What follows belongs to an exercise in optimizing a design on an open flow for small area, a short achievable clock period and few clock cycles per item; a production flow would make more cautious choices. No run shown here included a check of the RTL's function; only the layout flow was run.

## flow/config.mk

```make
export PLATFORM = sky130hd
export DESIGN_NAME = sha256_hex
export DESIGN_NICKNAME = sha256_hex
export VERILOG_FILES = /design/flow/design.v
export SDC_FILE = /design/flow/constraint.sdc
export NUM_CORES = 4
export LEC_CHECK = 0
export CAP_MARGIN = 20
export CORE_MARGIN = 2
export CORE_UTILIZATION = 40
export PLACE_DENSITY = 0.6
export SETUP_SLACK_MARGIN = 5.0
export SLEW_MARGIN = 20
```

## flow/constraint.sdc

```tcl
create_clock -name core_clock -period 10.0 [get_ports {clk}]
set_input_delay 2.0000 -clock core_clock [delete_from_list [all_inputs] [get_ports {clk}]]
set_output_delay 2.0000 -clock core_clock [all_outputs]
set_load 0.01 [all_outputs]
```

## flow/design.v

```verilog
module sha256_hex (
  input  wire         clk,
  input  wire         rst,         
  input  wire         in_valid,
  output wire         in_ready,
  input  wire [7:0]   in_data,
  input  wire         in_keep,     
  input  wire         in_last,     
  output wire         out_valid,
  input  wire         out_ready,
  output wire [511:0] out_hex      
);
  localparam [255:0] H_INIT = {
    32'h6a09e667, 32'hbb67ae85, 32'h3c6ef372, 32'ha54ff53a,
    32'h510e527f, 32'h9b05688c, 32'h1f83d9ab, 32'h5be0cd19};
  localparam [1:0] P_LOAD  = 2'd0,    
                   P_SCHED = 2'd1,    
                   P_DRAIN = 2'd2,    
                   P_UPD   = 2'd3;    
  reg  [23:0] acc;         
  reg  [1:0]  na;          
  reg         adone;       
  reg  [31:0] wb;          
  reg         wb_v;
  reg  [2:0]  wb_nb;       
  reg         wb_last;     
  reg         wb_p80;      
  wire        wb_take;     
  wire        wb_free = !wb_v || wb_take;
  assign in_ready = !adone && (na != 2'd3 || wb_free);
  wire   beat     = in_valid && in_ready;
  wire [2:0]  n_cur  = adone ? {1'b0, na} : ({1'b0, na} + {2'b0, in_keep});
  wire        l_cur  = adone || in_last;
  wire [31:0] b_cur  = {acc, in_data};
  wire        ncase  = adone ? 1'b0 : 1'b1;    
  reg  [31:0] w_pack;
  integer j;
  always @(*) begin
    for (j = 0; j < 4; j = j + 1) begin
      if (j < na)
        w_pack[31-8*j -: 8] = acc[23-8*j -: 8];
      else if (j == na && ncase && in_keep)
        w_pack[31-8*j -: 8] = in_data;
      else if (j == n_cur && l_cur)
        w_pack[31-8*j -: 8] = 8'h80;
      else
        w_pack[31-8*j -: 8] = 8'h00;
    end
  end
  wire emit_beat = beat && ((in_keep && na == 2'd3) || in_last);
  wire emit      = (adone || emit_beat) && wb_free;
  reg  [1:0]   ph;
  reg  [5:0]   k;           
  reg  [5:0]   kidx;        
  reg  [1:0]   ucnt;
  reg          v1, v2;      
  reg  [511:0] win;         
  reg  [31:0]  kw;
  reg  [31:0]  a, b, c, d, e, f, g, h;
  reg  [127:0] hsa;        
  reg  [127:0] hse;        
  reg  [15:0]  mlen;
  reg          pend;        
  reg          p80;         
  reg          fin;         
  reg          first;       
  reg          ufin, ufirst, uquiet;
  reg          ov;
  reg [31:0] k_t;
  always @(*) begin
    case (kidx)
      6'd0:  k_t = 32'h428a2f98; 6'd1:  k_t = 32'h71374491;
      6'd2:  k_t = 32'hb5c0fbcf; 6'd3:  k_t = 32'he9b5dba5;
      6'd4:  k_t = 32'h3956c25b; 6'd5:  k_t = 32'h59f111f1;
      6'd6:  k_t = 32'h923f82a4; 6'd7:  k_t = 32'hab1c5ed5;
      6'd8:  k_t = 32'hd807aa98; 6'd9:  k_t = 32'h12835b01;
      6'd10: k_t = 32'h243185be; 6'd11: k_t = 32'h550c7dc3;
      6'd12: k_t = 32'h72be5d74; 6'd13: k_t = 32'h80deb1fe;
      6'd14: k_t = 32'h9bdc06a7; 6'd15: k_t = 32'hc19bf174;
      6'd16: k_t = 32'he49b69c1; 6'd17: k_t = 32'hefbe4786;
      6'd18: k_t = 32'h0fc19dc6; 6'd19: k_t = 32'h240ca1cc;
      6'd20: k_t = 32'h2de92c6f; 6'd21: k_t = 32'h4a7484aa;
      6'd22: k_t = 32'h5cb0a9dc; 6'd23: k_t = 32'h76f988da;
      6'd24: k_t = 32'h983e5152; 6'd25: k_t = 32'ha831c66d;
      6'd26: k_t = 32'hb00327c8; 6'd27: k_t = 32'hbf597fc7;
      6'd28: k_t = 32'hc6e00bf3; 6'd29: k_t = 32'hd5a79147;
      6'd30: k_t = 32'h06ca6351; 6'd31: k_t = 32'h14292967;
      6'd32: k_t = 32'h27b70a85; 6'd33: k_t = 32'h2e1b2138;
      6'd34: k_t = 32'h4d2c6dfc; 6'd35: k_t = 32'h53380d13;
      6'd36: k_t = 32'h650a7354; 6'd37: k_t = 32'h766a0abb;
      6'd38: k_t = 32'h81c2c92e; 6'd39: k_t = 32'h92722c85;
      6'd40: k_t = 32'ha2bfe8a1; 6'd41: k_t = 32'ha81a664b;
      6'd42: k_t = 32'hc24b8b70; 6'd43: k_t = 32'hc76c51a3;
      6'd44: k_t = 32'hd192e819; 6'd45: k_t = 32'hd6990624;
      6'd46: k_t = 32'hf40e3585; 6'd47: k_t = 32'h106aa070;
      6'd48: k_t = 32'h19a4c116; 6'd49: k_t = 32'h1e376c08;
      6'd50: k_t = 32'h2748774c; 6'd51: k_t = 32'h34b0bcb5;
      6'd52: k_t = 32'h391c0cb3; 6'd53: k_t = 32'h4ed8aa4a;
      6'd54: k_t = 32'h5b9cca4f; 6'd55: k_t = 32'h682e6ff3;
      6'd56: k_t = 32'h748f82ee; 6'd57: k_t = 32'h78a5636f;
      6'd58: k_t = 32'h84c87814; 6'd59: k_t = 32'h8cc70208;
      6'd60: k_t = 32'h90befffa; 6'd61: k_t = 32'ha4506ceb;
      6'd62: k_t = 32'hbef9a3f7; default: k_t = 32'hc67178f2;
    endcase
  end
  wire in_load = (ph == P_LOAD) || (ph == P_UPD && ucnt[1]);
  wire load_ok = in_load && (pend || wb_v);
  assign wb_take = in_load && !pend && wb_v;
  wire [31:0] w0  = win[511:480];
  wire [31:0] w1  = win[479:448];
  wire [31:0] w9  = win[223:192];
  wire [31:0] w14 = win[63:32];
  wire [31:0] ss0   = {w1[6:0], w1[31:7]} ^ {w1[17:0], w1[31:18]} ^ (w1 >> 3);
  wire [31:0] ss1   = {w14[16:0], w14[31:17]} ^ {w14[18:0], w14[31:19]} ^ (w14 >> 10);
  wire [31:0] w_new = w0 + ss0 + w9 + ss1;
  wire        len_slot = fin && (k[3:0] == 4'd15);
  wire [31:0] w_pad = !p80 ? 32'h80000000 : (len_slot ? {13'd0, mlen, 3'd0} : 32'd0);
  wire [31:0] w_load = pend ? w_pad : wb;
  wire        ins = load_ok || (ph == P_SCHED);
  wire [31:0] w_ins = (ph == P_SCHED) ? w_new : w_load;
  wire put80 = load_ok && (pend ? !p80 : wb_p80);
  wire [31:0] bs1 = {e[5:0], e[31:6]} ^ {e[10:0], e[31:11]} ^ {e[24:0], e[31:25]};
  wire [31:0] bs0 = {a[1:0], a[31:2]} ^ {a[12:0], a[31:13]} ^ {a[21:0], a[31:22]};
  wire [31:0] ch  = (e & f) ^ (~e & g);
  wire [31:0] maj = (a & b) ^ (a & c) ^ (b & c);
  wire [31:0] as1 = h ^ kw ^ maj;
  wire [31:0] ac1 = {(h[30:0] & kw[30:0]) | (h[30:0] & maj[30:0]) | (kw[30:0] & maj[30:0]), 1'b0};
  wire [31:0] as2 = bs1 ^ ch ^ bs0;
  wire [31:0] ac2 = {(bs1[30:0] & ch[30:0]) | (bs1[30:0] & bs0[30:0]) | (ch[30:0] & bs0[30:0]), 1'b0};
  wire [31:0] as3 = as1 ^ ac1 ^ as2;
  wire [31:0] ac3 = {(as1[30:0] & ac1[30:0]) | (as1[30:0] & as2[30:0]) | (ac1[30:0] & as2[30:0]), 1'b0};
  wire [31:0] as4 = as3 ^ ac3 ^ ac2;
  wire [31:0] ac4 = {(as3[30:0] & ac3[30:0]) | (as3[30:0] & ac2[30:0]) | (ac3[30:0] & ac2[30:0]), 1'b0};
  wire [31:0] a_new = as4 + ac4;
  wire [31:0] es1 = d ^ h ^ kw;
  wire [31:0] ec1 = {(d[30:0] & h[30:0]) | (d[30:0] & kw[30:0]) | (h[30:0] & kw[30:0]), 1'b0};
  wire [31:0] es2 = bs1 ^ ch ^ es1;
  wire [31:0] ec2 = {(bs1[30:0] & ch[30:0]) | (bs1[30:0] & es1[30:0]) | (ch[30:0] & es1[30:0]), 1'b0};
  wire [31:0] es3 = es2 ^ ec2 ^ ec1;
  wire [31:0] ec3 = {(es2[30:0] & ec2[30:0]) | (es2[30:0] & ec1[30:0]) | (ec2[30:0] & ec1[30:0]), 1'b0};
  wire [31:0] e_new = es3 + ec3;
  reg [31:0] iva_u, ive_u;                 
  always @(*) begin
    case (ucnt[1:0])
      2'd0: begin iva_u = 32'ha54ff53a; ive_u = 32'h5be0cd19; end
      2'd1: begin iva_u = 32'h3c6ef372; ive_u = 32'h1f83d9ab; end
      2'd2: begin iva_u = 32'hbb67ae85; ive_u = 32'h9b05688c; end
      default: begin iva_u = 32'h6a09e667; ive_u = 32'h510e527f; end
    endcase
  end
  wire [31:0] ua_sum = (ufirst ? iva_u : hsa[31:0]) + d;
  wire [31:0] ue_sum = (ufirst ? ive_u : hse[31:0]) + h;
  wire [31:0] ua_in  = ufin ? iva_u : ua_sum;
  wire [31:0] ue_in  = ufin ? ive_u : ue_sum;
  wire upd_go = (ph == P_DRAIN) && !v1 && !ov;
  always @(posedge clk) begin
    if (rst) begin
      na     <= 2'd0;
      adone  <= 1'b0;
      wb_v   <= 1'b0;
      ph     <= P_UPD;             
      ucnt   <= 2'd0;
      ufin   <= 1'b1;
      ufirst <= 1'b1;
      uquiet <= 1'b1;
      k      <= 6'd0;
      v1     <= 1'b0;
      v2     <= 1'b0;
      mlen   <= 16'd0;
      pend   <= 1'b0;
      p80    <= 1'b0;
      fin    <= 1'b0;
      first  <= 1'b1;
      ov     <= 1'b0;
    end else begin
      if (emit) begin
        wb      <= w_pack;
        wb_nb   <= n_cur;
        wb_last <= l_cur;
        wb_p80  <= l_cur && !n_cur[2];
        wb_v    <= 1'b1;
        na      <= 2'd0;
        adone   <= 1'b0;
      end else begin
        if (wb_take)
          wb_v <= 1'b0;
        if (beat) begin
          if (in_keep)
            acc[23-8*na -: 8] <= in_data;
          na    <= na + {1'b0, in_keep};
          adone <= in_last;
        end
      end
      v1 <= ins;
      v2 <= v1;
      if (ins) begin
        win  <= {win[479:0], w_ins};
        kidx <= k;
        k    <= k + 6'd1;
      end
      kw <= k_t + win[31:0];
      if (load_ok) begin
        if (!pend) begin
          mlen <= mlen + {13'd0, wb_nb};
          if (wb_last) pend <= 1'b1;
        end
        if (put80) begin
          p80 <= 1'b1;
          if (k[3:0] <= 4'd13) fin <= 1'b1;
        end else if (k[3:0] == 4'd0 && pend && p80)
          fin <= 1'b1;
      end
      case (ph)
        P_LOAD:  if (load_ok && k[3:0] == 4'd15) ph <= P_SCHED;
        P_SCHED: if (k == 6'd63) ph <= P_DRAIN;
        P_DRAIN: if (upd_go) begin
          ph     <= P_UPD;
          ucnt   <= 2'd0;
          ufin   <= fin;
          ufirst <= first;
          uquiet <= 1'b0;
          first  <= fin;
          fin    <= 1'b0;
          if (fin) begin
            pend <= 1'b0;
            p80  <= 1'b0;
            mlen <= 16'd0;
          end
        end
        default: begin
          ucnt <= ucnt + 2'd1;
          if (ucnt == 2'd3) begin
            ph <= P_LOAD;
            if (ufin && !uquiet) ov <= 1'b1;
          end
        end
      endcase
      if (ov && out_ready) ov <= 1'b0;
    end
    if (v2)
      {a, b, c, d, e, f, g, h} <= {a_new, a, b, c, e_new, e, f, g};
    else if (ph == P_UPD)
      {a, b, c, d, e, f, g, h} <= {ua_in, a, b, c, ue_in, e, f, g};
    if (ph == P_UPD) begin
      hsa <= {ua_sum, hsa[127:32]};
      hse <= {ue_sum, hse[127:32]};
    end
  end
  assign out_valid = ov;
  wire [255:0] hsx = {hsa, hse};
  genvar q;
  generate
    for (q = 0; q < 64; q = q + 1) begin : g_hex
      wire [3:0] nib = hsx[255 - 4*q -: 4];
      assign out_hex[511 - 8*q -: 8] = (nib <= 4'd9) ? {4'h3, nib} : (8'h57 + {4'h0, nib});
    end
  endgenerate
endmodule
```

## flow/run.sh

```bash
#!/bin/bash
# synth_recipe.tcl (not shown) runs the flow's synth.tcl, then flattens the netlist and writes it again
# the make line also repeats each setting of config.mk as NAME=value (left out here)
make -C /OpenROAD-flow-scripts/flow DESIGN_CONFIG=/design/flow/config.mk WORK_HOME=/design/flow/orfs CLKGATE_MAP_FILE= SYNTH_SCRIPT=/design/flow/synth_recipe.tcl finish
```

==> results of run 1 <==
==> cell usage in the layout (no fill, tap or decap), types with 24 or more instances in the layout <==
master | netlist | final
nand3_1 | 58 | 56
ha_1 | 356 | 323
nor2_1 | 219 | 207
clkdlybuf4s50_1 | 0 | 406
fa_1 | 282 | 276
dlymetal6s2s_1 | 0 | 34
buf_4 | 65 | 248
edfxtp_1 | 1123 | 1123
nor2b_1 | 27 | 24
clkbuf_16 | 0 | 137
mux2_2 | 30 | 30
a21o_1 | 86 | 85
o21bai_1 | 77 | 70
conb_1 | 1 | 64
a21oi_1 | 252 | 235
o21ai_1 | 51 | 59
nand2_1 | 418 | 373
o21a_1 | 50 | 50
dfxtp_1 | 71 | 65
a211oi_1 | 52 | 46
or4_1 | 56 | 56
xnor2_1 | 367 | 314
nand2_2 | 0 | 45
inv_1 | 713 | 702
a31oi_1 | 36 | 31
clkbuf_1 | 100 | 28
o211ai_1 | 36 | 36
maj3_1 | 30 | 30
nor3_1 | 54 | 46
nand4_1 | 28 | 28
o21ai_0 | 357 | 340
a21boi_0 | 66 | 66
xnor2_2 | 0 | 52
xor2_1 | 135 | 131
==> logic make-up (layout without fill, tap and decap cells) <==
logic type,after synthesis,count (layout),share of synthesized area
adders and majority gates,668,668,0.156
other,1,64,0.0000562
buffers and inverters,915,1688,0.0558
AOI/OAI and AO/OA,1242,1242,0.118
muxes,53,53,0.00882
and+or+nand+nor,980,982,0.0682
xor gates and xnor gates,502,502,0.0659
DFF,1194,1194,0.527
==> synthesized netlist by cell type, types with 26 or more instances <==
cell / n
nor2b_1: 27
a211oi_1: 52
o21ai_1: 51
a21boi_0: 66
a21oi_1: 252
o211ai_1: 36
edfxtp_1: 1123
nand3_1: 58
nand4_1: 28
maj3_1: 30
o21bai_1: 77
inv_1: 713
xnor2_1: 367
a21o_1: 86
nand2_1: 418
clkbuf_1: 100
nor3_1: 54
mux2_2: 30
buf_2: 26
a31oi_1: 36
buf_4: 65
o21a_1: 50
or4_1: 56
xor2_1: 135
dfxtp_1: 71
fa_1: 282
ha_1: 356
o21ai_0: 357
nor2_1: 219
==> metrics by stage <==
stage          instances  instance area (um^2)
2_1_floorplan       5618                 67200
4_1_cts             8510                 80000
3_3_place_gp        8119                 73800
5_1_grt             8582                 81300
3_5_place_dp        8119                 73800
6_report            8582                 81300
==> routing by layer <==
| metal | routed length (um) | global-route usage | part of all wire |
|---|---|---|---|
| met1 | 87600 | 0.327 | 0.44 |
| met2 | 89100 | 0.348 | 0.44 |
| met3 | 16300 | 0.0472 | 0.081 |
| met4 | 7480 | 0.0875 | 0.037 |
| met5 | 43 | 0 | 0.00021 |
==> final timing paths <==
| kind | from | endpoint | slack [ns] | depth (start not counted) |
|---|---|---|---|---|
| worst max-delay path | e[14] | a[31] | 4.58 | 17 |
| worst min-delay path | win[151] | win[183] | 0.40 | 0 |
| worst max register to register | e[14] | a[31] | 4.58 | 17 |
| worst min register to register | win[151] | win[183] | 0.40 | 0 |
==> area by class of cell <==
type / instances / area, um^2
well taps: 2189 / 2740
flip-flops and latches: 1194 / 35200
repair buffers: 724 / 6720
inverters: 717 / 2700
clock buffers: 166 / 3550
clock inverters: 80 / 825
repair inverters: 1 / 5.00
fillers: 14600 / 84100
multi-input cells: 3511 / 29600
==> timing repair <==
action | 4_1_cts | 5_1_grt
setup buffers | 144 | 70
cloned | 1 | 2
resized for setup | 175 | 158
pin swaps | 69 | 85
setup endpoints to repair | 140 | 115
==> results.ini, run 1 <==
[clock_tree]
clockBufferDepth = 3
tritoncts = built
cts_buffers = 136
clock-root-buffer = clkbuf_16
cts_max_level = 4
cts.sinks = 1194
cts_hold_buf = 0
clock_latency_ns = 0.80
clk_pin_slew_ns = 0.06

[grt]
grt_pass1_vias = 44100
grt_first_pass_wirelength_um = 290000
overflow = 0
grt_max_degree = 91
track_usage = 0.231
antenna_found_initial = 9

[layout]
largest_reg_flops = 512
drive_gt1_frac = 0.123
diodes = 0
regMostFlops = win
post-route-util = 0.492
nNetsFinal = 6937
syn_to_final_growth_pct = 21.9
largestRegisters = win (512), hsa (128), hse (128)

[logic_synthesis]
yosysSeqAreaShare = 0.527
synthCells = 5555
syn_area_mm2 = 0.0667
synth.area.top_cells = edfxtp_1, fa_1, ha_1
synth_edf_count = 1123
yosysUniqueCellTypes = 100
yosysWarnings = 2
ys_seq_elements = 1194
ys_async_sr_fraction = 0
synth_top_area_cell = edfxtp_1
synth_top_area_frac = 0.506
synth_flop_cell = edfxtp_1
synth_area_per_cell_um2 = 12.0

[critical_path]
cp_slowest_cell = edfxtp_1
worstPathMaxFanout = 3
required_ns = 10.53
path_cells = xnor2_2, xnor2_2, inv_1, fa_1, fa_1, fa_1, inv_2, ha_4, a211o_1, a211oi_4, nor4_4, o31a_1, a221oi_2, nand2b_4, a21oi_4, and3_4, o32a_1
path_delay_family = compound AO/OA/AOI/OAI gates
critPathLaunchType = flop
critPathKind = flop to flop
critPathBufInv = 2
cp_data_arrival_time_ns = 5.95
cp-end-kind = flop
cpMostUsedCell = fa_1
max_stage_delay_ns = 0.56

[route]
via_per_inst = 5.37
drt_drc_violations_left = 0
post_drt_wl_per_cell_um = 23.4
wl_um = 200000
vias = 46100
postRouteAntennaNets = 0
dr.first_iter.drc_count = 4826
detail_route.first_pass.iterations = 6

[floorplanning]
die_area_mm2 = 0.170
die_w_um = 412
core_area_mm2 = 0.165
num_rows = 149
io_pins = 528
die_h_um = 412
start_util = 0.403

[timing]
fin_ws_ns = 4.58
drv_slew = 0
layout_min_cycle_time_ns = 5.42
setup_viol = 0
worst_pin_slew_ns = 1.16
min_period_over_period = 0.542
hold_slack_ns = 0.405
rsz0062_at_grt = yes
max_freq_ghz = 0.185
slew_headroom = 0.225
finalHoldViolCount = 0
fin_tns_setup_ns = 0
fin_skew_ns = 0.0321

[outcome]
status = timing/DRC/antenna clean

[placed_design]
gp_congestion = 0.978
place_worst_setup_slack_ns = 3.70
dpl.hpwl_um = 148000
io_buffers = 463

[worst_hold_path]
holdCritPathClass = flop to flop

[run]
drv_cap = 0

==> run 2, diff against run 1 <==
--- a/flow/design.v
+++ b/flow/design.v
@@ -20,13 +20,19 @@
   reg  [23:0] acc;         
   reg  [1:0]  na;          
   reg         adone;       
-  reg  [31:0] wb;          
-  reg         wb_v;
-  reg  [2:0]  wb_nb;       
-  reg         wb_last;     
-  reg         wb_p80;      
+  localparam FD = 8;
+  localparam FW = 3;                       
+  reg  [36:0]   fq [0:FD-1];
+  reg  [FW:0]   fcnt;
+  reg  [FW-1:0] frd, fwr;
+  wire [36:0]   fhead   = fq[frd];
+  wire [31:0]   wb      = fhead[36:5];   
+  wire [2:0]    wb_nb   = fhead[4:2];    
+  wire          wb_last = fhead[1];      
+  wire          wb_p80  = fhead[0];      
+  wire          wb_v    = (fcnt != 0);
   wire        wb_take;     
-  wire        wb_free = !wb_v || wb_take;
+  wire        wb_free = (fcnt != FD) || wb_take;
   assign in_ready = !adone && (na != 2'd3 || wb_free);
   wire   beat     = in_valid && in_ready;
   wire [2:0]  n_cur  = adone ? {1'b0, na} : ({1'b0, na} + {2'b0, in_keep});
@@ -55,7 +61,7 @@
   reg  [1:0]   ucnt;
   reg          v1, v2;      
   reg  [511:0] win;         
-  reg  [31:0]  kw;
+  reg  [31:0]  hk;          
   reg  [31:0]  a, b, c, d, e, f, g, h;
   reg  [127:0] hsa;        
   reg  [127:0] hse;        
@@ -106,13 +112,14 @@
   wire in_load = (ph == P_LOAD) || (ph == P_UPD && ucnt[1]);
   wire load_ok = in_load && (pend || wb_v);
   assign wb_take = in_load && !pend && wb_v;
-  wire [31:0] w0  = win[511:480];
   wire [31:0] w1  = win[479:448];
-  wire [31:0] w9  = win[223:192];
+  wire [31:0] w2  = win[447:416];
+  wire [31:0] w10 = win[191:160];
   wire [31:0] w14 = win[63:32];
-  wire [31:0] ss0   = {w1[6:0], w1[31:7]} ^ {w1[17:0], w1[31:18]} ^ (w1 >> 3);
+  wire [31:0] ss0   = {w2[6:0], w2[31:7]} ^ {w2[17:0], w2[31:18]} ^ (w2 >> 3);
   wire [31:0] ss1   = {w14[16:0], w14[31:17]} ^ {w14[18:0], w14[31:19]} ^ (w14 >> 10);
-  wire [31:0] w_new = w0 + ss0 + w9 + ss1;
+  reg  [31:0] sp;
+  wire [31:0] w_new = ss1 + sp;
   wire        len_slot = fin && (k[3:0] == 4'd15);
   wire [31:0] w_pad = !p80 ? 32'h80000000 : (len_slot ? {13'd0, mlen, 3'd0} : 32'd0);
   wire [31:0] w_load = pend ? w_pad : wb;
@@ -123,22 +130,18 @@
   wire [31:0] bs0 = {a[1:0], a[31:2]} ^ {a[12:0], a[31:13]} ^ {a[21:0], a[31:22]};
   wire [31:0] ch  = (e & f) ^ (~e & g);
   wire [31:0] maj = (a & b) ^ (a & c) ^ (b & c);
-  wire [31:0] as1 = h ^ kw ^ maj;
-  wire [31:0] ac1 = {(h[30:0] & kw[30:0]) | (h[30:0] & maj[30:0]) | (kw[30:0] & maj[30:0]), 1'b0};
-  wire [31:0] as2 = bs1 ^ ch ^ bs0;
-  wire [31:0] ac2 = {(bs1[30:0] & ch[30:0]) | (bs1[30:0] & bs0[30:0]) | (ch[30:0] & bs0[30:0]), 1'b0};
-  wire [31:0] as3 = as1 ^ ac1 ^ as2;
-  wire [31:0] ac3 = {(as1[30:0] & ac1[30:0]) | (as1[30:0] & as2[30:0]) | (ac1[30:0] & as2[30:0]), 1'b0};
-  wire [31:0] as4 = as3 ^ ac3 ^ ac2;
-  wire [31:0] ac4 = {(as3[30:0] & ac3[30:0]) | (as3[30:0] & ac2[30:0]) | (ac3[30:0] & ac2[30:0]), 1'b0};
-  wire [31:0] a_new = as4 + ac4;
-  wire [31:0] es1 = d ^ h ^ kw;
-  wire [31:0] ec1 = {(d[30:0] & h[30:0]) | (d[30:0] & kw[30:0]) | (h[30:0] & kw[30:0]), 1'b0};
-  wire [31:0] es2 = bs1 ^ ch ^ es1;
-  wire [31:0] ec2 = {(bs1[30:0] & ch[30:0]) | (bs1[30:0] & es1[30:0]) | (ch[30:0] & es1[30:0]), 1'b0};
-  wire [31:0] es3 = es2 ^ ec2 ^ ec1;
-  wire [31:0] ec3 = {(es2[30:0] & ec2[30:0]) | (es2[30:0] & ec1[30:0]) | (ec2[30:0] & ec1[30:0]), 1'b0};
-  wire [31:0] e_new = es3 + ec3;
+  wire [31:0] as1 = hk ^ maj ^ ch;
+  wire [31:0] ac1 = {(hk[30:0] & maj[30:0]) | (hk[30:0] & ch[30:0]) | (maj[30:0] & ch[30:0]), 1'b0};
+  wire [31:0] as2 = bs1 ^ bs0 ^ as1;
+  wire [31:0] ac2 = {(bs1[30:0] & bs0[30:0]) | (bs1[30:0] & as1[30:0]) | (bs0[30:0] & as1[30:0]), 1'b0};
+  wire [31:0] as3 = as2 ^ ac2 ^ ac1;
+  wire [31:0] ac3 = {(as2[30:0] & ac2[30:0]) | (as2[30:0] & ac1[30:0]) | (ac2[30:0] & ac1[30:0]), 1'b0};
+  wire [31:0] a_new = as3 + ac3;
+  wire [31:0] es1 = d ^ hk ^ ch;
+  wire [31:0] ec1 = {(d[30:0] & hk[30:0]) | (d[30:0] & ch[30:0]) | (hk[30:0] & ch[30:0]), 1'b0};
+  wire [31:0] es2 = bs1 ^ es1 ^ ec1;
+  wire [31:0] ec2 = {(bs1[30:0] & es1[30:0]) | (bs1[30:0] & ec1[30:0]) | (es1[30:0] & ec1[30:0]), 1'b0};
+  wire [31:0] e_new = es2 + ec2;
   reg [31:0] iva_u, ive_u;                 
   always @(*) begin
     case (ucnt[1:0])
@@ -157,7 +160,9 @@
     if (rst) begin
       na     <= 2'd0;
       adone  <= 1'b0;
-      wb_v   <= 1'b0;
+      fcnt   <= 0;
+      frd    <= 0;
+      fwr    <= 0;
       ph     <= P_UPD;             
       ucnt   <= 2'd0;
       ufin   <= 1'b1;
@@ -174,16 +179,11 @@
       ov     <= 1'b0;
     end else begin
       if (emit) begin
-        wb      <= w_pack;
-        wb_nb   <= n_cur;
-        wb_last <= l_cur;
-        wb_p80  <= l_cur && !n_cur[2];
-        wb_v    <= 1'b1;
+        fq[fwr] <= {w_pack, n_cur, l_cur, l_cur && !n_cur[2]};
+        fwr     <= (fwr == FD - 1) ? 0 : fwr + 1'b1;
         na      <= 2'd0;
         adone   <= 1'b0;
       end else begin
-        if (wb_take)
-          wb_v <= 1'b0;
         if (beat) begin
           if (in_keep)
             acc[23-8*na -: 8] <= in_data;
@@ -191,6 +191,12 @@
           adone <= in_last;
         end
       end
+      if (wb_take)
+        frd <= (frd == FD - 1) ? 0 : frd + 1'b1;
+      if (emit && !wb_take)
+        fcnt <= fcnt + 1'b1;
+      else if (!emit && wb_take)
+        fcnt <= fcnt - 1'b1;
       v1 <= ins;
       v2 <= v1;
       if (ins) begin
@@ -198,7 +204,8 @@
         kidx <= k;
         k    <= k + 6'd1;
       end
-      kw <= k_t + win[31:0];
+      hk <= k_t + win[31:0] + ((v2 || ph == P_UPD) ? g : h);
+      sp <= w1 + ss0 + w10;
       if (load_ok) begin
         if (!pend) begin
           mlen <= mlen + {13'd0, wb_nb};
==> run 2 against run 1 <==
  * Worst setup slack got worse by 0.051 ns
  * Non-clock buffer count is 54 lower
  * Final area increased by 14%
  * Critical path depth shrank 1
  * Worst hold slack worse by 0.017 ns
  * Core utilization shrank 1.0 points
  * Sequential share of layout area grew 3.3 points
  * Cell count up 11%
==> results.ini, run 2 <==
[grt]
grt_pass1_vias = 50000
antenna_found_initial = 13
track_usage = 0.225
grt_first_pass_wirelength_um = 331000
grt_max_degree = 89
overflow = 0

[timing]
fin_tns_setup_ns = 0
rsz0062_at_grt = yes
setup_viol = 0
drv_slew = 0
fin_skew_ns = 0.0493
layout_min_cycle_time_ns = 5.47
worst_pin_slew_ns = 1.17
min_period_over_period = 0.547
finalHoldViolCount = 0
slew_headroom = 0.212
max_freq_ghz = 0.183

[critical_path]
max_stage_delay_ns = 0.62
r2r_start = a[28]
worstPathMaxFanout = 5
cp_slowest_cell = edfxtp_1
r2r_slack_ns = 4.53
required_ns = 10.49
critPathKind = flop to flop
critPathLaunchType = flop
cp-end-kind = flop
cp_data_arrival_time_ns = 5.96
path_cells = xnor2_1, xnor2_1, fa_1, fa_1, ha_1, a21oi_2, nor2b_1, o311a_4, o221a_4, a221o_2, a31o_4, a41oi_4, nand3_2, a31oi_1, xor2_1, a22oi_1
rr_endpoint = a[28]
worst_r2r_path_depth = 16

[logic_synthesis]
ys_async_sr_fraction = 0
synth_top_area_cell = edfxtp_1
synth_edf_count = 1382
synth.area.top_cells = edfxtp_1, ha_1, fa_1
synth_flop_cell = edfxtp_1
ys_seq_elements = 1465
yosysSeqAreaShare = 0.554
syn_area_mm2 = 0.0779
yosysWarnings = 2
yosysMostFrequentCell = edfxtp_1
yosysUniqueCellTypes = 96
synthCells = 6261
yosys-top-cells-count = edfxtp_1, inv_1, o21ai_0, xnor2_1, nand2_1
synth_area_per_cell_um2 = 12.4
synth_top_area_frac = 0.533

[clock_tree]
tritoncts = built
cts_buffers = 161
clock_latency_ns = 0.82
cts_max_level = 4
clock-root-buffer = clkbuf_16
clockBufferDepth = 3
cts.sinks = 1465
clk_pin_slew_ns = 0.06

[layout]
layout_commonest_cell = edfxtp_1
post-route-util = 0.481
ff_latch_area_mm2 = 0.0432
nNetsFinal = 7537
largest_reg_flops = 480
fillers = 17100
regMostFlops = win
largestRegisters = win (480), fq (296)
final_area_mm2 = 0.0929
drive_gt1_frac = 0.117
final_cell_mix = edfxtp_1, inv_1, clkdlybuf4s50_1
multi_input_area_mm2 = 0.0321
syn_to_final_growth_pct = 19.2

[route]
postRouteAntennaNets = 0
post_drt_wl_per_cell_um = 23.9
detail_route.first_pass.iterations = 6
dr.first_iter.drc_count = 5210
drt_drc_violations_left = 0
via_per_inst = 5.42
vias = 51800
wl_um = 228000

[floorplanning]
io_pins = 528
die_area_mm2 = 0.198
start_util = 0.404
num_rows = 161
die_h_um = 445
core_area_mm2 = 0.193
die_w_um = 445

[placed_design]
dpl.hpwl_um = 166000
placed_area_mm2 = 0.0855
gp_congestion = 0.954
io_buffers = 463

[worst_hold_path]
whs_endpoint = win[361]
whs_path_depth = 0
holdCritPathClass = flop to flop
hp-start = win[329]

[run]
drv_cap = 0

[outcome]
status = timing/DRC/antenna clean

## run 2: changes by cell type in the layout (fill, tap and decap cells not counted), moves of 48 or more
cell      delta
fa_1        -54
o21ai_0     +57
buf_4       -54
edfxtp_1   +259
xnor2_1     +89
a21o_1      +48
inv_1       +63
mux4_2      +75
nor2_1      +59
ha_1        +52
## run 2: layout make-up
| class | instances | share of cell area |
|---|---|---|
| sequential | 1465 | 0.465 |
| multi-input combinational | 3833 | 0.346 |
| timing repair buffer | 670 | 0.0677 |
| clock buffer | 197 | 0.0453 |
| tap | 2526 | 0.0340 |
| inverter | 776 | 0.0315 |
| clock inverter | 96 | 0.0106 |
| antenna | 4 | 0.000108 |
## run 2: worst max-delay path by stage
| stage | start | end | slack (ns) | cells after the start |
|---|---|---|---|---|
| floorplan | ph[0] | a[0] | 3.63 | 4 |
| global placement | rst | win[266] | 3.67 | 7 |
| detailed placement | rst | win[298] | 3.58 | 7 |
| CTS | e[2] | a[28] | 4.56 | 18 |
| global route | e[2] | a[28] | 4.37 | 18 |
| finish | a[28] | a[28] | 4.53 | 16 |
## run 2: cells by family (layout without fill, tap and decap cells)
family                     count (synthesis)  count (layout)  share of synthesized area
AOI/OAI and AO/OA                       1352            1352                      0.110
xor gates and xnor gates                 533             533                     0.0599
adders and majority gates                617             617                      0.121
buffers and inverters                   1027            1739                     0.0530
DFF                                     1465            1465                      0.554
muxes                                    201             202                     0.0389
other                                      1              68                  0.0000482
and+or+nand+nor                         1065            1065                     0.0629
## run 2: timing repair
| item | in CTS | in global routing |
|---|---|---|
| gates resized for setup | 158 | 145 |
| pin swaps | 41 | 20 |
| endpoints found under the setup margin | 203 | 119 |
| setup buffers | 96 | 51 |
| hold buffers | 0 | 0 |
| hold endpoints to repair | 0 | 0 |
| cloned | 0 | 1 |
## run 2: metrics by stage
| step | instances | worst slack, ns | hold slack (ns) |
|---|---|---|---|
| 2_1_floorplan | 6324 | 3.63 | 0.400 |
| 6_report | 9567 | 4.53 | 0.388 |
| 5_1_grt | 9563 | 4.37 | 0.398 |
| 3_5_place_dp | 9122 | 3.58 | 0.405 |
| 3_3_place_gp | 9122 | 3.67 | 0.400 |
| 4_1_cts | 9511 | 4.56 | 0.383 |
## run 2: critical path, delay by kind of cell (launching register included)
family / cells / cell delay, ns
compound gates: 8 / 2.02
fa+ha+maj: 3 / 1.41
xor+xnor: 3 / 0.93
flops: 1 / 0.62
simple gates: 2 / 0.21
## run 2: layer usage
| layer | global-route usage | part of all wire | vias to the layer above |
|---|---|---|---|
| met5 | 0 | 0.00034 | - |
| met4 | 0.0575 | 0.024 | 12 |
| met3 | 0.0478 | 0.078 | 300 |
| met2 | 0.348 | 0.45 | 1843 |
| met1 | 0.322 | 0.44 | 26200 |
| li1 | - | - | 23500 |
==> run 3, diff against run 2 <==
--- a/flow/config.mk
+++ b/flow/config.mk
@@ -8,6 +8,7 @@
 export CAP_MARGIN = 20
 export CORE_MARGIN = 2
 export CORE_UTILIZATION = 40
+export CTS_BUF_LIST = sky130_fd_sc_hd__clkbuf_4 sky130_fd_sc_hd__clkbuf_8
 export PLACE_DENSITY = 0.6
 export SETUP_SLACK_MARGIN = 5.0
-export SLEW_MARGIN = 20
+export SLEW_MARGIN = 35
==> run 3 against run 2 <==
  * Worst hold slack worse by 0.011 ns
  * Clock skew up 0.041 ns
  * Routed wire length up 0.90%
  * Largest cell class unchanged
  * Highest routed layer unchanged
==> results.ini, run 3 <==
[outcome]
status = timing/DRC/antenna clean

[layout]
final_cell_mix = edfxtp_1, inv_1, xnor2_1
nNetsFinal = 7699
layout_commonest_cell = edfxtp_1
largest_reg_flops = 480
fillers = 17300
drive_gt1_frac = 0.153
ff_latch_area_mm2 = 0.0432
largestRegisters = win (480), fq (296)
syn_to_final_growth_pct = 19.6
multi_input_area_mm2 = 0.0322
regMostFlops = win
post-route-util = 0.483

[critical_path]
critPathKind = flop to flop
worstPathMaxFanout = 5
path_cells = mux2i_4, fa_1, inv_1, fa_1, fa_1, ha_1, a21oi_1, nand2b_1, a2111oi_4, a211oi_2, a311oi_2, a21oi_2, a211o_1, a21oi_2, xnor2_1, mux2i_1
cpMostUsedCell = fa_1
cp_data_arrival_time_ns = 6.21
max_stage_delay_ns = 0.56
critPathBufInv = 1
critPathLaunchType = flop
cp-end-kind = flop
required_ns = 10.68
cp_slowest_cell = edfxtp_1
path_delay_family = compound AO/OA/AOI/OAI gates

[grt]
overflow = 0
grt_max_degree = 89
track_usage = 0.227
grt_pass1_vias = 51300
grt_first_pass_wirelength_um = 335000
antenna_found_initial = 13

[floorplanning]
num_rows = 161
start_util = 0.404
die_h_um = 445
core_area_mm2 = 0.193
die_w_um = 445
die_area_mm2 = 0.198
io_pins = 528

[timing]
finalHoldViolCount = 0
fin_ws_ns = 4.47
worst_pin_slew_ns = 1.05
hold_slack_ns = 0.376
fin_skew_ns = 0.0901
layout_min_cycle_time_ns = 5.53
fin_tns_setup_ns = 0
rsz0062_at_grt = yes
min_period_over_period = 0.553
max_freq_ghz = 0.181
setup_viol = 0
slew_headroom = 0.293
drv_slew = 0

[placed_design]
io_buffers = 463
gp_congestion = 0.954
place_worst_setup_slack_ns = 3.87
dpl.hpwl_um = 167000

[route]
drt_drc_violations_left = 0
via_per_inst = 5.39
wl_um = 230000
postRouteAntennaNets = 0
dr.first_iter.drc_count = 5031
vias = 52700
post_drt_wl_per_cell_um = 23.5
detail_route.first_pass.iterations = 6

[logic_synthesis]
yosysWarnings = 2
synthCells = 6261
synth_flop_cell = edfxtp_1
synth_edf_count = 1382
synth.area.top_cells = edfxtp_1, ha_1, fa_1
yosys-top-cells-count = edfxtp_1, inv_1, o21ai_0, xnor2_1, nand2_1
yosysUniqueCellTypes = 96
yosysMostFrequentCell = edfxtp_1
ys_async_sr_fraction = 0
synth_area_per_cell_um2 = 12.4
synth_top_area_cell = edfxtp_1
ys_seq_elements = 1465
yosysSeqAreaShare = 0.554
syn_area_mm2 = 0.0779
synth_top_area_frac = 0.533

[worst_hold_path]
holdCritPathClass = flop to flop

[clock_tree]
clock-root-buffer = clkbuf_8
clock_latency_ns = 1.04
cts_hold_buf = 0
cts.sinks = 1465
clk_pin_slew_ns = 0.06
clockBufferDepth = 4
cts_max_level = 5
tritoncts = built
cts_buffers = 277

[run]
drv_cap = 0

-- run 3: cell counts after synthesis --
No cell type changed its count.
-- run 3: cell type report --
type | count | area share
Sequential cell | 1465 | 0.463
Tap cell | 2526 | 0.0339
Clock inverter | 94 | 0.00596
Multi-Input combinational cell | 3833 | 0.346
Antenna cell | 9 | 0.000242
Clock buffer | 370 | 0.0490
Inverter | 776 | 0.0314
Timing Repair Buffer | 716 | 0.0702
-- run 3: metrics by stage --
stage	instances	instance area (um^2)
2_1_floorplan	6324	78600
3_3_place_gp	9122	85500
3_5_place_dp	9123	85600
4_1_cts	9736	92300
5_1_grt	9781	93100
6_report	9789	93200
-- run 3: path summary, 6_finish.rpt --
path	from	to	slack, ns	cells after the start
worst min-delay path	win[128]	win[160]	0.38	0
worst max-delay path	e[20]	a[31]	4.47	16
worst max register to register	e[20]	a[31]	4.47	16
worst min register to register	win[128]	win[160]	0.38	0
-- run 3: cell families (layout without fill, tap and decap cells) --
| family | after synthesis | after routing | share of synthesized area |
|---|---|---|---|
| DFF | 1465 | 1465 | 0.554 |
| buffers and inverters | 1027 | 1956 | 0.0530 |
| other | 1 | 73 | 0.0000482 |
| xor gates and xnor gates | 533 | 533 | 0.0599 |
| AOI/OAI and AO/OA | 1352 | 1352 | 0.110 |
| and+or+nand+nor | 1065 | 1065 | 0.0629 |
| adders and majority gates | 617 | 617 | 0.121 |
| muxes | 201 | 202 | 0.0389 |
-- run 3: what timing repair did --
| item | 4_1_cts | 5_1_grt |
|---|---|---|
| hold endpoints to repair | 0 | 0 |
| gates cloned | 0 | 1 |
| buffers inserted | 149 | 42 |
| pin swaps | 59 | 36 |
| endpoints found under the setup margin | 294 | 151 |
| gates resized for setup | 318 | 177 |
-- run 3: routing by layer --
layer | share of wire | global-route usage | vias to the layer above
met5 | 0.00021 | 0 | -
li1 | - | - | 23900
met1 | 0.43 | 0.320 | 26400
met3 | 0.088 | 0.0530 | 391
met4 | 0.030 | 0.0688 | 8
met2 | 0.45 | 0.349 | 2056
==> run 4, diff against run 3 <==
--- a/flow/design.v
+++ b/flow/design.v
@@ -136,12 +136,65 @@
   wire [31:0] ac2 = {(bs1[30:0] & bs0[30:0]) | (bs1[30:0] & as1[30:0]) | (bs0[30:0] & as1[30:0]), 1'b0};
   wire [31:0] as3 = as2 ^ ac2 ^ ac1;
   wire [31:0] ac3 = {(as2[30:0] & ac2[30:0]) | (as2[30:0] & ac1[30:0]) | (ac2[30:0] & ac1[30:0]), 1'b0};
-  wire [31:0] a_new = as3 + ac3;
   wire [31:0] es1 = d ^ hk ^ ch;
   wire [31:0] ec1 = {(d[30:0] & hk[30:0]) | (d[30:0] & ch[30:0]) | (hk[30:0] & ch[30:0]), 1'b0};
   wire [31:0] es2 = bs1 ^ es1 ^ ec1;
   wire [31:0] ec2 = {(bs1[30:0] & es1[30:0]) | (bs1[30:0] & ec1[30:0]) | (es1[30:0] & ec1[30:0]), 1'b0};
-  wire [31:0] e_new = es2 + ec2;
+  wire [31:0] a_new, e_new;
+  wire [31:0] ka_p0 = as3 ^ ac3, ka_g0 = as3 & ac3;
+  wire [31:0] ke_p0 = es2 ^ ec2, ke_g0 = es2 & ec2;
+  wire [31:0] ka_g1, ka_p1, ka_g2, ka_p2, ka_g3, ka_p3, ka_g4, ka_p4, ka_g5;
+  wire [31:0] ke_g1, ke_p1, ke_g2, ke_p2, ke_g3, ke_p3, ke_g4, ke_p4, ke_g5;
+  genvar i;
+  generate
+    for (i = 0; i < 32; i = i + 1) begin : g_ks
+      if (i >= 1) begin : l1
+        assign ka_g1[i] = ka_g0[i] | (ka_p0[i] & ka_g0[i-1]);
+        assign ka_p1[i] = ka_p0[i] & ka_p0[i-1];
+        assign ke_g1[i] = ke_g0[i] | (ke_p0[i] & ke_g0[i-1]);
+        assign ke_p1[i] = ke_p0[i] & ke_p0[i-1];
+      end else begin : l1
+        assign ka_g1[i] = ka_g0[i];  assign ka_p1[i] = ka_p0[i];
+        assign ke_g1[i] = ke_g0[i];  assign ke_p1[i] = ke_p0[i];
+      end
+      if (i >= 2) begin : l2
+        assign ka_g2[i] = ka_g1[i] | (ka_p1[i] & ka_g1[i-2]);
+        assign ka_p2[i] = ka_p1[i] & ka_p1[i-2];
+        assign ke_g2[i] = ke_g1[i] | (ke_p1[i] & ke_g1[i-2]);
+        assign ke_p2[i] = ke_p1[i] & ke_p1[i-2];
+      end else begin : l2
+        assign ka_g2[i] = ka_g1[i];  assign ka_p2[i] = ka_p1[i];
+        assign ke_g2[i] = ke_g1[i];  assign ke_p2[i] = ke_p1[i];
+      end
+      if (i >= 4) begin : l3
+        assign ka_g3[i] = ka_g2[i] | (ka_p2[i] & ka_g2[i-4]);
+        assign ka_p3[i] = ka_p2[i] & ka_p2[i-4];
+        assign ke_g3[i] = ke_g2[i] | (ke_p2[i] & ke_g2[i-4]);
+        assign ke_p3[i] = ke_p2[i] & ke_p2[i-4];
+      end else begin : l3
+        assign ka_g3[i] = ka_g2[i];  assign ka_p3[i] = ka_p2[i];
+        assign ke_g3[i] = ke_g2[i];  assign ke_p3[i] = ke_p2[i];
+      end
+      if (i >= 8) begin : l4
+        assign ka_g4[i] = ka_g3[i] | (ka_p3[i] & ka_g3[i-8]);
+        assign ka_p4[i] = ka_p3[i] & ka_p3[i-8];
+        assign ke_g4[i] = ke_g3[i] | (ke_p3[i] & ke_g3[i-8]);
+        assign ke_p4[i] = ke_p3[i] & ke_p3[i-8];
+      end else begin : l4
+        assign ka_g4[i] = ka_g3[i];  assign ka_p4[i] = ka_p3[i];
+        assign ke_g4[i] = ke_g3[i];  assign ke_p4[i] = ke_p3[i];
+      end
+      if (i >= 16) begin : l5
+        assign ka_g5[i] = ka_g4[i] | (ka_p4[i] & ka_g4[i-16]);
+        assign ke_g5[i] = ke_g4[i] | (ke_p4[i] & ke_g4[i-16]);
+      end else begin : l5
+        assign ka_g5[i] = ka_g4[i];
+        assign ke_g5[i] = ke_g4[i];
+      end
+    end
+  endgenerate
+  assign a_new = ka_p0 ^ {ka_g5[30:0], 1'b0};
+  assign e_new = ke_p0 ^ {ke_g5[30:0], 1'b0};
   reg [31:0] iva_u, ive_u;                 
   always @(*) begin
     case (ucnt[1:0])
--- a/flow/config.mk
+++ b/flow/config.mk
@@ -8,7 +8,6 @@
 export CAP_MARGIN = 20
 export CORE_MARGIN = 2
 export CORE_UTILIZATION = 40
-export CTS_BUF_LIST = sky130_fd_sc_hd__clkbuf_4 sky130_fd_sc_hd__clkbuf_8
 export PLACE_DENSITY = 0.6
 export SETUP_SLACK_MARGIN = 5.0
-export SLEW_MARGIN = 35
+export SLEW_MARGIN = 30
==> run 4 against run 3 <==
  * Synthesized cell count rose by 2.5%
  * Critical path type unchanged
  * Critical endpoint is now a[29]
  * Die area rose by 0.74%
  * Via count barely moved
  * Count of clock-buffer cells in the layout fell by 174
==> results.ini, run 4 <==
[placed_design]
gp_congestion = 1.01
dpl.hpwl_um = 174000
io_buffers = 463
place_worst_setup_slack_ns = 3.90

[timing]
fin_skew_ns = 0.0589
drv_slew = 0
worst_pin_slew_ns = 1.10
fin_tns_setup_ns = 0
rsz0062_at_grt = yes
setup_viol = 0
hold_slack_ns = 0.397
layout_min_cycle_time_ns = 4.99
finalHoldViolCount = 0
slew_headroom = 0.258
min_period_over_period = 0.499
max_freq_ghz = 0.201
fin_ws_ns = 5.01

[floorplanning]
num_rows = 162
start_util = 0.402
die_area_mm2 = 0.200
io_pins = 528
die_w_um = 447
core_area_mm2 = 0.195
die_h_um = 447

[logic_synthesis]
synth_edf_count = 1382
yosysMostFrequentCell = edfxtp_1
synth.area.top_cells = edfxtp_1, ha_1, fa_1
yosysWarnings = 2
synth_top_area_cell = edfxtp_1
yosysSeqAreaShare = 0.550
synthCells = 6415
yosys-top-cells-count = edfxtp_1, inv_1, o21ai_0, nand2_1, xnor2_1
ys_seq_elements = 1465
synth_flop_cell = edfxtp_1
synth_area_per_cell_um2 = 12.2
syn_area_mm2 = 0.0785
yosysUniqueCellTypes = 86
ys_async_sr_fraction = 0
synth_top_area_frac = 0.529

[layout]
syn_to_final_growth_pct = 19.7
largest_reg_flops = 480
layout_commonest_cell = edfxtp_1
multi_input_area_mm2 = 0.0322
largestRegisters = win (480), fq (296)
drive_gt1_frac = 0.112
regMostFlops = win
nNetsFinal = 7716
ff_latch_area_mm2 = 0.0432
fillers = 17400
final_cell_mix = edfxtp_1, inv_1, clkdlybuf4s50_1

[grt]
grt_pass1_vias = 50300
overflow = 0
track_usage = 0.231
antenna_found_initial = 10
grt_first_pass_wirelength_um = 340000
grt_max_degree = 88

[critical_path]
critPathLaunchType = flop
worstPathMaxFanout = 5
required_ns = 10.54
cp_data_arrival_time_ns = 5.52
critPathKind = flop to flop
cp-end-kind = flop

[run]
drv_cap = 0

[clock_tree]
clk_pin_slew_ns = 0.06
cts_max_level = 4
clock-root-buffer = clkbuf_16
clockBufferDepth = 3
cts_buffers = 161
cts.sinks = 1465
clock_latency_ns = 0.83
tritoncts = built

[route]
postRouteAntennaNets = 0
post_drt_wl_per_cell_um = 24.0
wl_um = 236000
via_per_inst = 5.36
drt_drc_violations_left = 0
detail_route.first_pass.iterations = 5
dr.first_iter.drc_count = 5636
vias = 52800

[worst_hold_path]
holdCritPathClass = flop to flop

[outcome]
status = timing/DRC/antenna clean

[run 4: changes by cell type in the layout (fill, tap and decap cells not counted), moves of 57 or more]
cell	delta
clkbuf_16	+164
clkbuf_4	-84
clkbuf_8	-281
clkdlybuf4s50_1	+83
dlygate4sd2_1	-57
inv_1	+109
[run 4: path summary, 6_finish.rpt]
kind	depth (start not counted)	from	endpoint	slack, ns
worst max-delay path	15	a[29]	a[29]	5.01
worst min-delay path	0	win[251]	win[283]	0.40
worst max register to register	15	a[29]	a[29]	5.01
worst min register to register	0	win[251]	win[283]	0.40
[run 4: worst max-delay path, stage by stage (launching register included)]
cell      delay [ns]
edfxtp_1        0.61
xnor2_1         0.24
xnor2_1         0.49
fa_1            0.55
fa_1            0.55
ha_1            0.39
o21a_1          0.14
o21ai_2         0.14
a21oi_2         0.06
o2111a_2        0.32
o211a_4         0.30
o311ai_4        0.29
nand2_1         0.13
a31oi_2         0.24
xor2_1          0.16
a21oi_1         0.08
[run 4: stage by stage]
step / std cells / utilization / instance area (um^2)
2_1_floorplan: 6478 / - / 79300
3_3_place_gp: 9372 / 0.442 / 86300
3_5_place_dp: 9373 / 0.443 / 86300
4_1_cts: 9760 / 0.476 / 92800
5_1_grt: 9843 / 0.482 / 93900
6_report: 9844 / 0.482 / 93900
[run 4: cells by family after synthesis]
family,Yosys count,synth area share
other cells,1,0.0000478
mux,198,0.0378
buf+inv,1128,0.0578
xor+xnor,524,0.0585
fa+ha+maj,617,0.120
simple gates,1082,0.0639
compound gates,1400,0.112
flops,1465,0.550
[run 4: final cells by class]
class                   instances  area share
flip-flops and latches       1465       0.460
multi-input cells            3885       0.343
repair buffers                693      0.0696
clock buffers                 196      0.0454
inverters                     880      0.0353
well taps                    2624      0.0350
clock inverters               100      0.0123
diodes                          1   0.0000266
[run 4: what timing repair did]
action                                  CTS  global route
hold endpoints to repair                  0             0
cloned                                    1             1
hold buffers                              0             0
resized for setup                       114           153
setup buffers                            90            82
pin swaps                                 6            37
endpoints found under the setup margin  135           100
[run 4: routing by layer]
metal	share of wire	up-vias	global-route usage
met5	0.00011	-	0
li1	-	24000	-
met2	0.45	1972	0.353
met3	0.087	310	0.0536
met4	0.028	4	0.0639
met1	0.44	26500	0.328
==> run 5, diff against run 4 <==
--- a/flow/config.mk
+++ b/flow/config.mk
@@ -7,7 +7,7 @@
 export LEC_CHECK = 0
 export CAP_MARGIN = 20
 export CORE_MARGIN = 2
-export CORE_UTILIZATION = 40
-export PLACE_DENSITY = 0.6
+export CORE_UTILIZATION = 55
+export PLACE_DENSITY = 0.75
 export SETUP_SLACK_MARGIN = 5.0
 export SLEW_MARGIN = 30
==> run 5 against run 4 <==
  * Clock skew shrank 0.032 ns
  * Non-clock buffer count shrank 26
  * Critical endpoint is now e[29]
  * Via count grew 1.4%
  * Die area shrank 27%
  * Area after synthesis is the same
  * Still clean on timing, DRC and antenna
  * Critical path depth grew 1
  * Cell count shrank 7.9%
  * Count of clock-buffer cells in the layout shrank 7
  * First-iteration DRC count grew 11%
  * Critical path type unchanged
==> results.ini, run 5 <==
[outcome]
status = timing/DRC/antenna clean

[timing]
min_period_over_period = 0.507
layout_min_cycle_time_ns = 5.07
drv_slew = 0
fin_skew_ns = 0.0271
setup_viol = 0
worst_pin_slew_ns = 1.05
rsz0062_at_grt = yes
max_freq_ghz = 0.197
fin_tns_setup_ns = 0
finalHoldViolCount = 0
slew_headroom = 0.295

[logic_synthesis]
yosysWarnings = 2
yosys-top-cells-count = edfxtp_1, inv_1, o21ai_0, nand2_1, xnor2_1
yosysUniqueCellTypes = 86
synth_flop_cell = edfxtp_1
synth_edf_count = 1382
synth.area.top_cells = edfxtp_1, ha_1, fa_1
yosysSeqAreaShare = 0.550
synth_area_per_cell_um2 = 12.2
ys_async_sr_fraction = 0
synthCells = 6415
synth_top_area_cell = edfxtp_1
yosysMostFrequentCell = edfxtp_1
syn_area_mm2 = 0.0785
ys_seq_elements = 1465
synth_top_area_frac = 0.529

[critical_path]
rr_endpoint = e[29]
cp_slowest_cell = edfxtp_1
worstPathMaxFanout = 6
r2r_start = e[21]
path_delay_family = adder cells
critPathLaunchType = flop
worst_r2r_path_depth = 16
max_stage_delay_ns = 0.61
path_cells = mux2i_1, inv_1, fa_1, inv_1, fa_1, inv_1, ha_1, nand4_1, nor4_1, o21ai_0, or2_4, a31oi_4, a21o_1, a21oi_1, xnor2_1, a22o_1
required_ns = 10.55
critPathKind = flop to flop
r2r_slack_ns = 4.93
critPathBufInv = 3
cp-end-kind = flop
cp_data_arrival_time_ns = 5.62
cpMostUsedCell = inv_1

[grt]
overflow = 0
antenna_found_initial = 7
grt_pass1_vias = 50600
grt_first_pass_wirelength_um = 326000
grt_max_degree = 95
track_usage = 0.301

[floorplanning]
io_pins = 528
core_area_mm2 = 0.142
start_util = 0.554
die_h_um = 382
die_w_um = 382
die_area_mm2 = 0.146
num_rows = 138

[layout]
nNetsFinal = 7684
largestRegisters = win (480), fq (296)
final_cells = 9068
regMostFlops = win
final_cell_mix = edfxtp_1, inv_1, clkdlybuf4s50_1
drive_gt1_frac = 0.108
layout_commonest_cell = edfxtp_1
largest_reg_flops = 480
syn_to_final_growth_pct = 18.1

[clock_tree]
clk_pin_slew_ns = 0.07
clockBufferDepth = 3
clock_latency_ns = 0.80
tritoncts = built
clock-root-buffer = clkbuf_16
cts_max_level = 4
cts.sinks = 1465
cts_buffers = 155

[route]
drt_drc_violations_left = 0
dr.first_iter.drc_count = 6239
wl_um = 223000
post_drt_wl_per_cell_um = 24.5
vias = 53500
via_per_inst = 5.90
postRouteAntennaNets = 0
detail_route.first_pass.iterations = 6

[placed_design]
dp_cells = 8636
dpl.hpwl_um = 161000
gp_congestion = 1.01
io_buffers = 463

[run]
drv_cap = 0

[worst_hold_path]
hp-start = win[116]
whs_path_depth = 0
whs_endpoint = win[148]
holdCritPathClass = flop to flop

[run 5: cell counts after synthesis]
No cell type changed its count.
[run 5: area by class of cell]
cell class,instances,area [um^2]
repair buffers,667,6390
clock buffers,189,4110
clock inverters,91,1060
inverters,880,3310
well taps,1890,2360
diodes,1,2.50
multi-input cells,3885,32300
flip-flops and latches,1465,43200
fillers,10400,48900
[run 5: how the worst max path moves through the flow]
stage,start,cells past startpoint,to,slack [ns]
finish,e[21],16,e[29],4.93
global placement,rst,7,win[301],3.60
detailed placement,rst,7,win[333],3.47
global route,e[18],17,e[30],4.91
CTS,ph[0],7,in_ready,4.80
floorplan,ph[0],4,a[0],3.65
[run 5: timing repair]
action	in CTS	in global routing
setup endpoints to repair	394	116
hold buffers	0	0
gates resized for setup	114	170
gates cloned	2	1
setup buffers	86	62
pin swaps	13	27
[run 5: logic make-up (layout without fill, tap and decap cells)]
group | count (synthesis) | count (layout) | share of synthesized area
other | 1 | 65 | 0.0000478
buffers and inverters | 1128 | 1827 | 0.0578
AND/OR/NAND/NOR | 1082 | 1082 | 0.0639
AO/OA/AOI/OAI | 1400 | 1400 | 0.112
adder cells (fa/ha/maj) | 617 | 617 | 0.120
multiplexers | 198 | 198 | 0.0378
XOR/XNOR | 524 | 524 | 0.0585
flip-flops | 1465 | 1465 | 0.550
[run 5: per-stage QoR]
| stage | worst slack (ns) | cell area [um^2] | hold slack [ns] | util |
|---|---|---|---|---|
| finish | 4.93 | 92700 | 0.404 | 0.655 |
| global route | 4.91 | 92700 | 0.415 | 0.655 |
| CTS | 4.80 | 91600 | 0.405 | 0.647 |
| detailed placement | 3.47 | 85400 | 0.405 | 0.603 |
| global placement | 3.60 | 85300 | 0.400 | 0.603 |
| floorplan | 3.65 | 79300 | 0.400 | - |
[run 5: per-layer routing]
metal / global-route usage / routed length [um]
met2: 0.459 / 101000
met1: 0.429 / 90800
met5: 0 / 41
met4: 0.0966 / 7300
met3: 0.0705 / 23100

==> afterwards: timing with drivers on the ports <==
Ports are ideal in the flow. The routed layouts listed here were re-timed in OpenROAD.
Step 1 assumes that a clkbuf_16 drives the clock port and a buf_2 every other input.
Step 2 adds t to the input delays and takes it off the output delays; t is the mean of the earliest and latest rising clock arrival at the registers after step 1. Input paths then give back, and output paths get back, about the clock's delay inside the block.
Slacks: ideal ports / drivers / drivers and shift; pairs: ideal ports / drivers.
run	t, ns	setup slack, ns	worst register clock-pin slew, ns
run 1	0.849	4.583 / 4.583 / 4.363	0.07 / 0.07
run 2	0.880	4.533 / 4.533 / 4.257	0.07 / 0.07
run 3	1.067	4.475 / 4.475 / 4.122	0.07 / 0.07
run 4	0.886	5.014 / 5.014 / 4.321	0.07 / 0.07
run 5	0.875	4.933 / 4.933 / 4.330	0.07 / 0.07
After both steps setup and hold are still met in every run listed. For run 4, which loses most, drivers alone change the setup slack by 0.000 ns; drivers and shift together by -0.693 ns.
